This is an optimization exercise on Yosys and OpenROAD, whose aim is small area, a short achievable clock period and few clock cycles, not a production implementation. Function was checked by simulation only, so behaviour that the tests miss may differ from the original. Power and IR drop assume default switching activity.

==> design/flow/design.v <==
module pcc_core (
    input  wire        clk,
    input  wire        rst,
    input  wire        bus_req,
    input  wire        bus_we,
    input  wire [7:2]  bus_addr,
    input  wire [31:0] bus_wdata,
    output reg         bus_ack,
    output reg  [31:0] bus_rdata,
    output reg         src_re,
    output reg  [7:0]  src_addr,
    input  wire [31:0] src_rdata,
    output reg  [3:0]  dst_we,
    output reg  [7:0]  dst_addr,
    output reg  [31:0] dst_wdata,
    output wire        irq
);
    localparam [31:0] ID_VALUE  = 32'h504E4743;
    localparam [10:0] SRC_SIZE  = 11'd1024;
    localparam [7:0]  KEY_LEN   = 8'd5;
    function [7:0] key_byte(input [2:0] i);
        case (i)
            3'd0:    key_byte = 8'h72;
            3'd1:    key_byte = 8'h65;
            3'd2:    key_byte = 8'h64;
            3'd3:    key_byte = 8'h65;
            default: key_byte = 8'h73;
        endcase
    endfunction
    localparam [5:0] A_ID = 6'h00, A_CTRL = 6'h01, A_CMD = 6'h02, A_STATUS = 6'h03,
                     A_SRC_LEN = 6'h04, A_DST_LEN = 6'h05, A_TYPE = 6'h06,
                     A_TYPE_FLAGS = 6'h07, A_CRC_STATE = 6'h08, A_CRC_RESULT = 6'h09,
                     A_CRC_EXPECT = 6'h0A, A_CIPHER = 6'h0E, A_HDR = 6'h0F,
                     A_KEY_LEN = 6'h12;
    localparam [7:0] OP_NOP = 8'h00, OP_SOFT_RESET = 8'h01, OP_TYPE_CHECK = 8'h10,
                     OP_TYPE_LOAD = 8'h11, OP_CRC_INIT = 8'h20, OP_CRC_BYTE = 8'h21,
                     OP_CRC_UPDATE = 8'h22, OP_CRC_FINAL = 8'h23, OP_CRC_CHECK = 8'h24,
                     OP_CRC_BUF = 8'h25, OP_ROT_ENC = 8'h50, OP_ROT_DEC = 8'h51,
                     OP_XOR_ENC = 8'h52, OP_HDR_PACK = 8'h60, OP_HDR_UNPACK = 8'h61;
    localparam [3:0] E_NONE = 4'd0, E_INTEGRITY = 4'd3, E_INVALID_TYPE = 4'd4,
                     E_RESERVED_BIT = 4'd5, E_INVALID_SIZE = 4'd6, E_ILLEGAL = 4'd8,
                     E_CAPACITY = 4'd9, E_INVALID_OFFSET = 4'd10;
    localparam [1:0] K_CRC_UPDATE = 2'd0, K_CRC_BUF = 2'd1, K_ROT = 2'd2, K_XOR = 2'd3;
    function [31:0] crc_step(input [31:0] c, input [7:0] b);
        integer i;
        reg [31:0] x;
        begin
            x = c ^ {24'd0, b};
            for (i = 0; i < 8; i = i + 1)
                x = x[0] ? ((x >> 1) ^ 32'hEDB88320) : (x >> 1);
            crc_step = x;
        end
    endfunction
    function is_alpha(input [7:0] b);
        is_alpha = (b >= 8'h41 && b <= 8'h5A) || (b >= 8'h61 && b <= 8'h7A);
    endfunction
    function [3:0] typecheck(input [31:0] t);
        if (!is_alpha(t[31:24]) || !is_alpha(t[23:16]) ||
            !is_alpha(t[15:8])  || !is_alpha(t[7:0]))
            typecheck = E_INVALID_TYPE;
        else if (t[13])
            typecheck = E_RESERVED_BIT;
        else
            typecheck = E_NONE;
    endfunction
    function [4:0] flags_of(input [31:0] t);
        flags_of = {1'b1, t[5], ~t[13], ~t[21], ~t[29]};
    endfunction
    function [7:0] rot(input [7:0] b, input [4:0] k);
        reg [5:0] t;
        begin
            if (b >= 8'h41 && b <= 8'h5A) begin
                t = {1'b0, b[4:0]} - 6'd1 + {1'b0, k};    
                if (t >= 6'd26) t = t - 6'd26;
                rot = 8'h41 + {2'b00, t};
            end else if (b >= 8'h61 && b <= 8'h7A) begin
                t = {1'b0, b[4:0]} - 6'd1 + {1'b0, k};    
                if (t >= 6'd26) t = t - 6'd26;
                rot = 8'h61 + {2'b00, t};
            end else
                rot = b;
        end
    endfunction
    reg        irq_en;
    reg        done, err_seen;
    reg [3:0]  errcode;
    reg [31:0] src_len;
    reg [31:0] dst_len;
    reg [31:0] type_r;
    reg [4:0]  type_flags;
    reg [31:0] crc_state, crc_result, crc_expect;
    reg        cipher_sel;
    reg [4:0]  cipher_off;
    reg [7:0]  hdr;
    assign irq = done & irq_en;
    localparam [2:0] S_IDLE = 3'd0, S_FETCH = 3'd1, S_WAIT = 3'd2, S_BYTE = 3'd3,
                     S_TLOAD = 3'd4, S_TLOAD_W = 3'd5;
    reg [2:0]  state;
    reg [1:0]  kind;
    reg [10:0] idx;         
    reg [10:0] len;         
    reg [31:0] acc;         
    reg [4:0]  rk;          
    reg [2:0]  kidx;        
    wire [7:0]  op      = bus_wdata[7:0];
    wire [7:0]  imm8    = bus_wdata[15:8];
    wire        rsvd_nz = |bus_wdata[31:16];
    wire        len_big = (src_len > {21'd0, SRC_SIZE});
    wire [7:0]  cur_byte = src_rdata[8*idx[1:0] +: 8];
    wire [7:0]  out_byte = (kind == K_ROT) ? rot(cur_byte, rk) : (cur_byte ^ key_byte(kidx));
    wire [31:0] tload_t  = {src_rdata[7:0], src_rdata[15:8], src_rdata[23:16], src_rdata[31:24]};
    reg [31:0] rd_val;
    always @(*) begin
        case (bus_addr)
            A_ID:         rd_val = ID_VALUE;
            A_CTRL:       rd_val = {31'd0, irq_en};
            A_STATUS:     rd_val = {20'd0, errcode, 2'b00, 1'b0, 1'b0, 1'b0, err_seen,
                                    (errcode != E_NONE), done};
            A_SRC_LEN:    rd_val = src_len;
            A_DST_LEN:    rd_val = dst_len;
            A_TYPE:       rd_val = type_r;
            A_TYPE_FLAGS: rd_val = {27'd0, type_flags};
            A_CRC_STATE:  rd_val = crc_state;
            A_CRC_RESULT: rd_val = crc_result;
            A_CRC_EXPECT: rd_val = crc_expect;
            A_CIPHER:     rd_val = {23'd0, cipher_sel, 3'd0, cipher_off};
            A_HDR:        rd_val = {24'd0, hdr};
            A_KEY_LEN:    rd_val = {24'd0, KEY_LEN};
            default:      rd_val = 32'd0;
        endcase
    end
    task finish(input [3:0] e);
        begin
            errcode <= e;
            done    <= 1'b1;
            if (e != E_NONE) err_seen <= 1'b1;
            bus_ack <= 1'b1;
            state   <= S_IDLE;
        end
    endtask
    task soft_reset;
        begin
            irq_en     <= 1'b0;
            done       <= 1'b0;
            err_seen   <= 1'b0;
            errcode    <= E_NONE;
            src_len    <= 32'd0;
            dst_len    <= 32'd0;
            type_r     <= 32'd0;
            type_flags <= 5'd0;
            crc_state  <= 32'hFFFFFFFF;
            crc_result <= 32'd0;
            crc_expect <= 32'd0;
            cipher_sel <= 1'b1;
            cipher_off <= 5'd13;
            hdr        <= 8'd0;
        end
    endtask
    always @(posedge clk) begin
        bus_ack <= 1'b0;
        src_re  <= 1'b0;
        dst_we  <= 4'd0;
        if (rst) begin
            soft_reset;
            bus_ack   <= 1'b0;
            bus_rdata <= 32'd0;
            state     <= S_IDLE;
            kind      <= K_CRC_UPDATE;
            idx       <= 11'd0;
            len       <= 11'd0;
            acc       <= 32'd0;
            rk        <= 5'd0;
            kidx      <= 3'd0;
            src_addr  <= 8'd0;
            dst_addr  <= 8'd0;
            dst_wdata <= 32'd0;
        end else begin
            case (state)
            S_IDLE: begin
                if (bus_req && !bus_ack) begin
                    if (!bus_we) begin
                        bus_rdata <= rd_val;
                        bus_ack   <= 1'b1;
                    end else if (bus_addr != A_CMD) begin
                        bus_ack <= 1'b1;
                        case (bus_addr)
                            A_CTRL:       irq_en <= bus_wdata[0];
                            A_STATUS: begin
                                if (bus_wdata[0]) done     <= 1'b0;
                                if (bus_wdata[2]) err_seen <= 1'b0;
                            end
                            A_SRC_LEN:    src_len <= bus_wdata;
                            A_TYPE: begin
                                type_r     <= bus_wdata;
                                type_flags <= 5'd0;
                            end
                            A_CRC_STATE:  crc_state  <= bus_wdata;
                            A_CRC_EXPECT: crc_expect <= bus_wdata;
                            A_CIPHER: begin
                                cipher_sel <= bus_wdata[8];
                                cipher_off <= bus_wdata[4:0];
                            end
                            A_HDR:        hdr <= bus_wdata[7:0];
                            default: ;
                        endcase
                    end else if (rsvd_nz || (imm8 != 8'd0 && op != OP_CRC_BYTE)) begin
                        finish(E_ILLEGAL);
                    end else begin
                        case (op)
                        OP_NOP: finish(E_NONE);
                        OP_SOFT_RESET: begin
                            soft_reset;
                            finish(E_NONE);
                            err_seen <= 1'b0;
                        end
                        OP_TYPE_CHECK: begin
                            if (typecheck(type_r) != E_NONE)
                                finish(typecheck(type_r));
                            else begin
                                type_flags <= flags_of(type_r);
                                finish(E_NONE);
                            end
                        end
                        OP_TYPE_LOAD: begin
                            if (len_big)
                                finish(E_CAPACITY);
                            else if (src_len != 32'd4)
                                finish(E_INVALID_SIZE);
                            else begin
                                src_re   <= 1'b1;
                                src_addr <= 8'd0;
                                state    <= S_TLOAD;
                            end
                        end
                        OP_CRC_INIT: begin
                            crc_state <= 32'hFFFFFFFF;
                            finish(E_NONE);
                        end
                        OP_CRC_BYTE: begin
                            crc_state <= crc_step(crc_state, imm8);
                            finish(E_NONE);
                        end
                        OP_CRC_FINAL: begin
                            crc_result <= ~crc_state;
                            finish(E_NONE);
                        end
                        OP_CRC_CHECK: finish((crc_result != crc_expect) ? E_INTEGRITY : E_NONE);
                        OP_CRC_UPDATE, OP_CRC_BUF, OP_ROT_ENC, OP_ROT_DEC, OP_XOR_ENC: begin
                            if (len_big)
                                finish(E_CAPACITY);
                            else begin
                                case (op)
                                    OP_CRC_UPDATE: begin kind <= K_CRC_UPDATE; acc <= crc_state; end
                                    OP_CRC_BUF:    begin kind <= K_CRC_BUF;    acc <= 32'hFFFFFFFF; end
                                    OP_XOR_ENC:    kind <= K_XOR;
                                    default:       kind <= K_ROT;
                                endcase
                                if (op == OP_ROT_DEC)
                                    rk <= (cipher_off == 5'd0 || cipher_off == 5'd26) ? 5'd0 :
                                          (cipher_off > 5'd26) ? 5'd26 - (cipher_off - 5'd26) :
                                          5'd26 - cipher_off;
                                else
                                    rk <= (cipher_off >= 5'd26) ? cipher_off - 5'd26 : cipher_off;
                                kidx  <= 3'd0;
                                idx   <= 11'd0;
                                len   <= src_len[10:0];
                                state <= S_FETCH;
                            end
                        end
                        OP_HDR_PACK: begin
                            if (!cipher_sel) begin
                                hdr <= 8'h00;
                                finish(E_NONE);
                            end else if (cipher_off >= 5'd26)
                                finish(E_INVALID_OFFSET);
                            else begin
                                hdr <= {cipher_off, 3'b111};
                                finish(E_NONE);
                            end
                        end
                        OP_HDR_UNPACK: begin
                            if (hdr == 8'h00) begin
                                cipher_sel <= 1'b0;
                                cipher_off <= 5'd0;
                            end else begin
                                cipher_sel <= 1'b1;
                                cipher_off <= hdr[7:3];
                            end
                            finish(E_NONE);
                        end
                        default: finish(E_ILLEGAL);
                        endcase
                    end
                end
            end
            S_TLOAD: state <= S_TLOAD_W;
            S_TLOAD_W: begin
                if (typecheck(tload_t) != E_NONE)
                    finish(typecheck(tload_t));
                else begin
                    type_r     <= tload_t;
                    type_flags <= flags_of(tload_t);
                    finish(E_NONE);
                end
            end
            S_FETCH: begin
                if (idx == len) begin
                    case (kind)
                        K_CRC_UPDATE: crc_state  <= acc;
                        K_CRC_BUF:    crc_result <= ~acc;
                        default:      dst_len    <= {21'd0, len};
                    endcase
                    finish(E_NONE);
                end else begin
                    src_re   <= 1'b1;
                    src_addr <= idx[9:2];
                    state    <= S_WAIT;
                end
            end
            S_WAIT: state <= S_BYTE;
            S_BYTE: begin
                if (kind == K_CRC_UPDATE || kind == K_CRC_BUF)
                    acc <= crc_step(acc, cur_byte);
                else begin
                    dst_we[idx[1:0]]          <= 1'b1;
                    dst_addr                  <= idx[9:2];
                    dst_wdata                 <= 32'd0;
                    dst_wdata[8*idx[1:0] +: 8] <= out_byte;
                end
                kidx <= (kidx == KEY_LEN[2:0] - 3'd1) ? 3'd0 : kidx + 3'd1;
                idx  <= idx + 11'd1;
                if (idx[1:0] == 2'd3 || idx + 11'd1 == len)
                    state <= S_FETCH;
            end
            default: state <= S_IDLE;
            endcase
        end
    end
endmodule
==> design/flow/run.sh <==
#!/bin/bash
# synth_recipe.tcl (not shown) runs the flow's synth.tcl, then flattens the netlist and writes it again
# the make line also repeats each setting of config.mk as NAME=value (left out here)
make -C /OpenROAD-flow-scripts/flow DESIGN_CONFIG=/design/flow/config.mk WORK_HOME=/design/flow/orfs CLKGATE_MAP_FILE= SYNTH_SCRIPT=/design/flow/synth_recipe.tcl finish
==> design/flow/config.mk <==
export PLATFORM = sky130hd
export DESIGN_NAME = pcc_core
export DESIGN_NICKNAME = pcc_core
export VERILOG_FILES = /design/flow/design.v
export SDC_FILE = /design/flow/constraint.sdc
export NUM_CORES = 4
export LEC_CHECK = 0
export CAP_MARGIN = 20
export CORE_MARGIN = 2
export CORE_UTILIZATION = 40
export PLACE_DENSITY = 0.6
export SLEW_MARGIN = 20
==> design/flow/constraint.sdc <==
create_clock -name core_clock -period 8.0 [get_ports {clk}]
set_input_delay 1.6000 -clock core_clock [delete_from_list [all_inputs] [get_ports {clk}]]
set_output_delay 1.6000 -clock core_clock [all_outputs]
set_load 0.01 [all_outputs]
==> results.sh <==
export IMPL_path_clk_slew_ns=0.06
export IMPL_setup_ws_ns=2.32
export IMPL_fill_cells=4836
export IMPL_cts_repair_resize_count=0
export IMPL_viasPerCell=6.34
export IMPL_grt_pass1_wl_um=126000
export IMPL_worstRegToRegCells=18
export IMPL_drtPass1Iterations=10
export IMPL_synth_warnings=1
export IMPL_num_antenna_cells=0
export IMPL_dieArea_um2=51900
export IMPL_cts_buffers=43
export IMPL_synth_nets=2609
export IMPL_startpoint_type="input pin"
export IMPL_worstMarginPinSlew_ns=1.22
export IMPL_initial_core_util_pct=40.7
export IMPL_path_class="input pin to register"
export IMPL_fp_row_count=81
export IMPL_io_pin_count=161
export IMPL_antenna_found_initial=1
export IMPL_cp_required_ns=8.46
export IMPL_place_ws_ns=1.84
export IMPL_clk_latency_ns=0.60
export IMPL_rsz0062_at_grt="no"
export IMPL_grt_pass1_vias=18600
export IMPL_hold_depth=2
export IMPL_avgSynthCellArea_um2=7.97
export IMPL_hold_buffers=0
export IMPL_syn_inst=2514
export IMPL_synth_seq_cells=350
export IMPL_cts_buffer_depth=3
export IMPL_status="finished clean"
export IMPL_io_buffer_count=160
export IMPL_antenna_left=0
export IMPL_synthArstFlopShare_pct=0
export IMPL_coreArea_um2=49200
export IMPL_power_density_nw_per_um2=204
export IMPL_setup_viol=0
export IMPL_cts_post_setup_buffers_inserted=0
export IMPL_hpwl_um=63300
export IMPL_maxCapViolations=0
export IMPL_synth_cell_types=89
export IMPL_fmax_mhz=176
export IMPL_die_w_um=228
export IMPL_slew_headroom_pct=18.1
export IMPL_grt_overflow=0
export IMPL_synth_ff_type="dfxtp_1"
export IMPL_postLayoutCoreUtil_pct=47.6
export IMPL_fin_crit_sh_pct=71.1
export IMPL_crit_path_end_kind="register"
export IMPL_cts_tree="done"
export IMPL_final_area_um2=23400
export IMPL_drtIter0Drc=2950
export IMPL_ir_worst_vdd_mv=0.126
export IMPL_htreeDepth=2
export IMPL_critPathMaxFanout=7
export IMPL_finalClockSkew_ns=0.0428
export IMPL_finalHoldViolations=0
export IMPL_period_needed_ns=5.68
export IMPL_final_cell_count_no_fill=3254
export IMPL_fin_nets=2655
export IMPL_layout_drive_gt1_share_pct=7.22
export IMPL_place_inst=3179
export IMPL_synth_area_um2=20000
export IMPL_hold_path_class="register to register"
export IMPL_placed_area_um2=22000
export IMPL_grt_max_degree=193
export IMPL_vias=20600
export IMPL_cts_root_buf="clkbuf_16"
export IMPL_routabilityCongestion=0.970
export IMPL_die_h_um=228
export IMPL_wl_um=86300
export IMPL_power_leakage_nw=7.49
export IMPL_syn_to_final_growth_pct=16.8
export IMPL_avgRoutedWirePerCell_um=26.5
export IMPL_worstPathArrival_ns=6.14
export IMPL_drc=0
export IMPL_fin_setup_tns_ns=0
export IMPL_seq_area_frac_synth_pct=35.0
export IMPL_synth_edff_count=0
export IMPL_slew_violations=0
export IMPL_cts_sinks=350
export IMPL_grt_usage_pct=31.8
layout by cell type (no fill, tap or decap), types with 11 or more instances in the layout:
cell type          n
dfxtp_1          350
nand2_1          302
nor2_1           285
a21oi_1          219
clkdlybuf4s50_1  158
xnor2_1          133
nand3_1          115
o21ai_0          101
a211oi_1          66
nor3_1            64
a22oi_1           44
a311oi_1          43
clkbuf_16         43
inv_1             40
a211o_1           39
xor2_1            37
o221ai_1          36
buf_4             36
o22ai_1           33
a222oi_1          26
nor4_1            25
nand4_1           25
mux2i_1           22
a22o_1            20
ha_1              20
nand2b_1          18
and2_1            15
mux2_2            13
and3_1            12
a221oi_1          12
o211ai_1          12
or3_1             11
or4_1             11
clkbuf_1          11
worst max-delay path: stages:
cell and delay [ns]:
clkdlybuf4s50_1 0.48, mux4_2 0.61, inv_1 0.15, ha_1 0.13
inv_1 0.04, ha_1 0.22, fa_1 0.45, xnor2_1 0.41
nor2_1 0.23, a32oi_1 0.40, xnor2_1 0.17, ha_1 0.17
inv_1 0.08, o21ai_0 0.19, nand3_1 0.11, o21ai_0 0.18
o21a_1 0.14, o22ai_1 0.14, a22o_1 0.24
cell usage after synthesis, types with 22 or more instances:
master / count / area share (%)
a311oi_1: 43 / 1.9
a211oi_1: 66 / 2.5
nand4_1: 25 / 0.78
nor3_1: 65 / 1.6
nor4_1: 25 / 0.78
inv_1: 40 / 0.75
nand3_1: 115 / 2.9
xnor2_1: 133 / 5.8
a21oi_1: 219 / 5.5
mux2i_1: 22 / 1.1
a211o_1: 39 / 1.7
o21ai_0: 102 / 2.5
o22ai_1: 33 / 1.0
xor2_1: 37 / 1.6
nand2_1: 304 / 5.7
nor2_1: 287 / 5.4
dfxtp_1: 350 / 35
a22oi_1: 44 / 1.6
o221ai_1: 36 / 1.6
a222oi_1: 26 / 1.3
clkbuf_1: 164 / 3.1
per-layer routing:
metal,global-route usage (%),share of wire (%)
met2,45.2,41
met5,0,0.015
met3,9.95,12
met4,9.44,3.0
met1,45.7,44
metrics by stage:
stage	power, mW	hold slack (ns)
CTS	4.75	0.451
global placement	2.81	0.440
finish	4.77	0.450
global route	4.91	0.469
floorplan	2.49	0.428
detailed placement	2.81	0.443
report_power, final:
| group | internal (mW) | leakage, nW | switching [mW] |
|---|---|---|---|
| Sequential | 1.81 | 2.83 | 0.121 |
| Clock | 1.14 | 0.670 | 0.816 |
| Combinational | 0.344 | 4.00 | 0.537 |
| Total | 3.29 | 7.49 | 1.47 |
flip-flops by register name, indices dropped and copies added, names as in the netlist, 5 cells and up:
signal      flops
type_flags      5
hdr             8
crc_expect     32
crc_result     32
idx            11
crc_state      32
rk              5
src_addr        8
src_len        32
dst_wdata      32
acc            32
bus_rdata      32
len            11
type_r         32
dst_len        11
dst_addr        8
cipher_off      5
cell families after synthesis:
family / after synthesis / synth area share, %
XOR/XNOR: 192 / 9.65
multiplexers: 43 / 2.73
AND/OR/NAND/NOR: 933 / 21.2
buffers and inverters: 236 / 4.65
AO/OA/AOI/OAI: 739 / 25.4
flip-flops: 350 / 35.0
adder cells (fa/ha/maj): 21 / 1.35
worst paths after layout:
check / startpoint / to / slack [ns]
max: src_rdata[17] / dst_wdata[22]$_SDFFE_PP0P_ / 2.32
max reg2reg: idx[0]$_SDFFE_PP0P_ / dst_wdata[22]$_SDFFE_PP0P_ / 2.90
min: dst_len[5]$_SDFFE_PP0P_ / dst_len[5]$_SDFFE_PP0P_ / 0.45
min reg2reg: dst_len[5]$_SDFFE_PP0P_ / dst_len[5]$_SDFFE_PP0P_ / 0.45
layout make-up:
type	count	area (µm²)	share of cell area [%]
inverters	40	150	0.642
clock buffers	63	1240	5.31
multi-input cells	1928	12100	51.9
clock inverters	12	134	0.572
flip-flops and latches	350	7010	30.0
repair buffers	197	1890	8.09
well taps	664	831	3.55
Testbench counts, summed over its fixed seeds: cycles 71,356.

[separate check: timing with driven ports]
No port has a modelled driver above. Below, the same layout with a new extraction and two added sets of constraints.
Step 1 (the two cells are an assumption about what drives the block):
set clk [get_ports {clk}]
set_driving_cell -lib_cell sky130_fd_sc_hd__clkbuf_16 $clk
set_driving_cell -lib_cell sky130_fd_sc_hd__buf_2 [delete_from_list [all_inputs] $clk]
Step 2 adds t to the input delays and takes it off the output delays; t is the mean of the earliest and latest rising clock arrival at the registers after step 1. Input paths then give back, and output paths get back, about the clock's delay inside the block.
Slacks: ideal / step 1 / step 2; pairs: ideal / step 1.
t (ns): 0.639
setup WS [ns]: 2.315 / 2.352 / 1.712
pins driven straight from the clock port: 1
After both steps setup and hold are still met in this run. For this run, drivers alone change the setup slack by +0.037 ns; drivers and shift together by -0.603 ns.
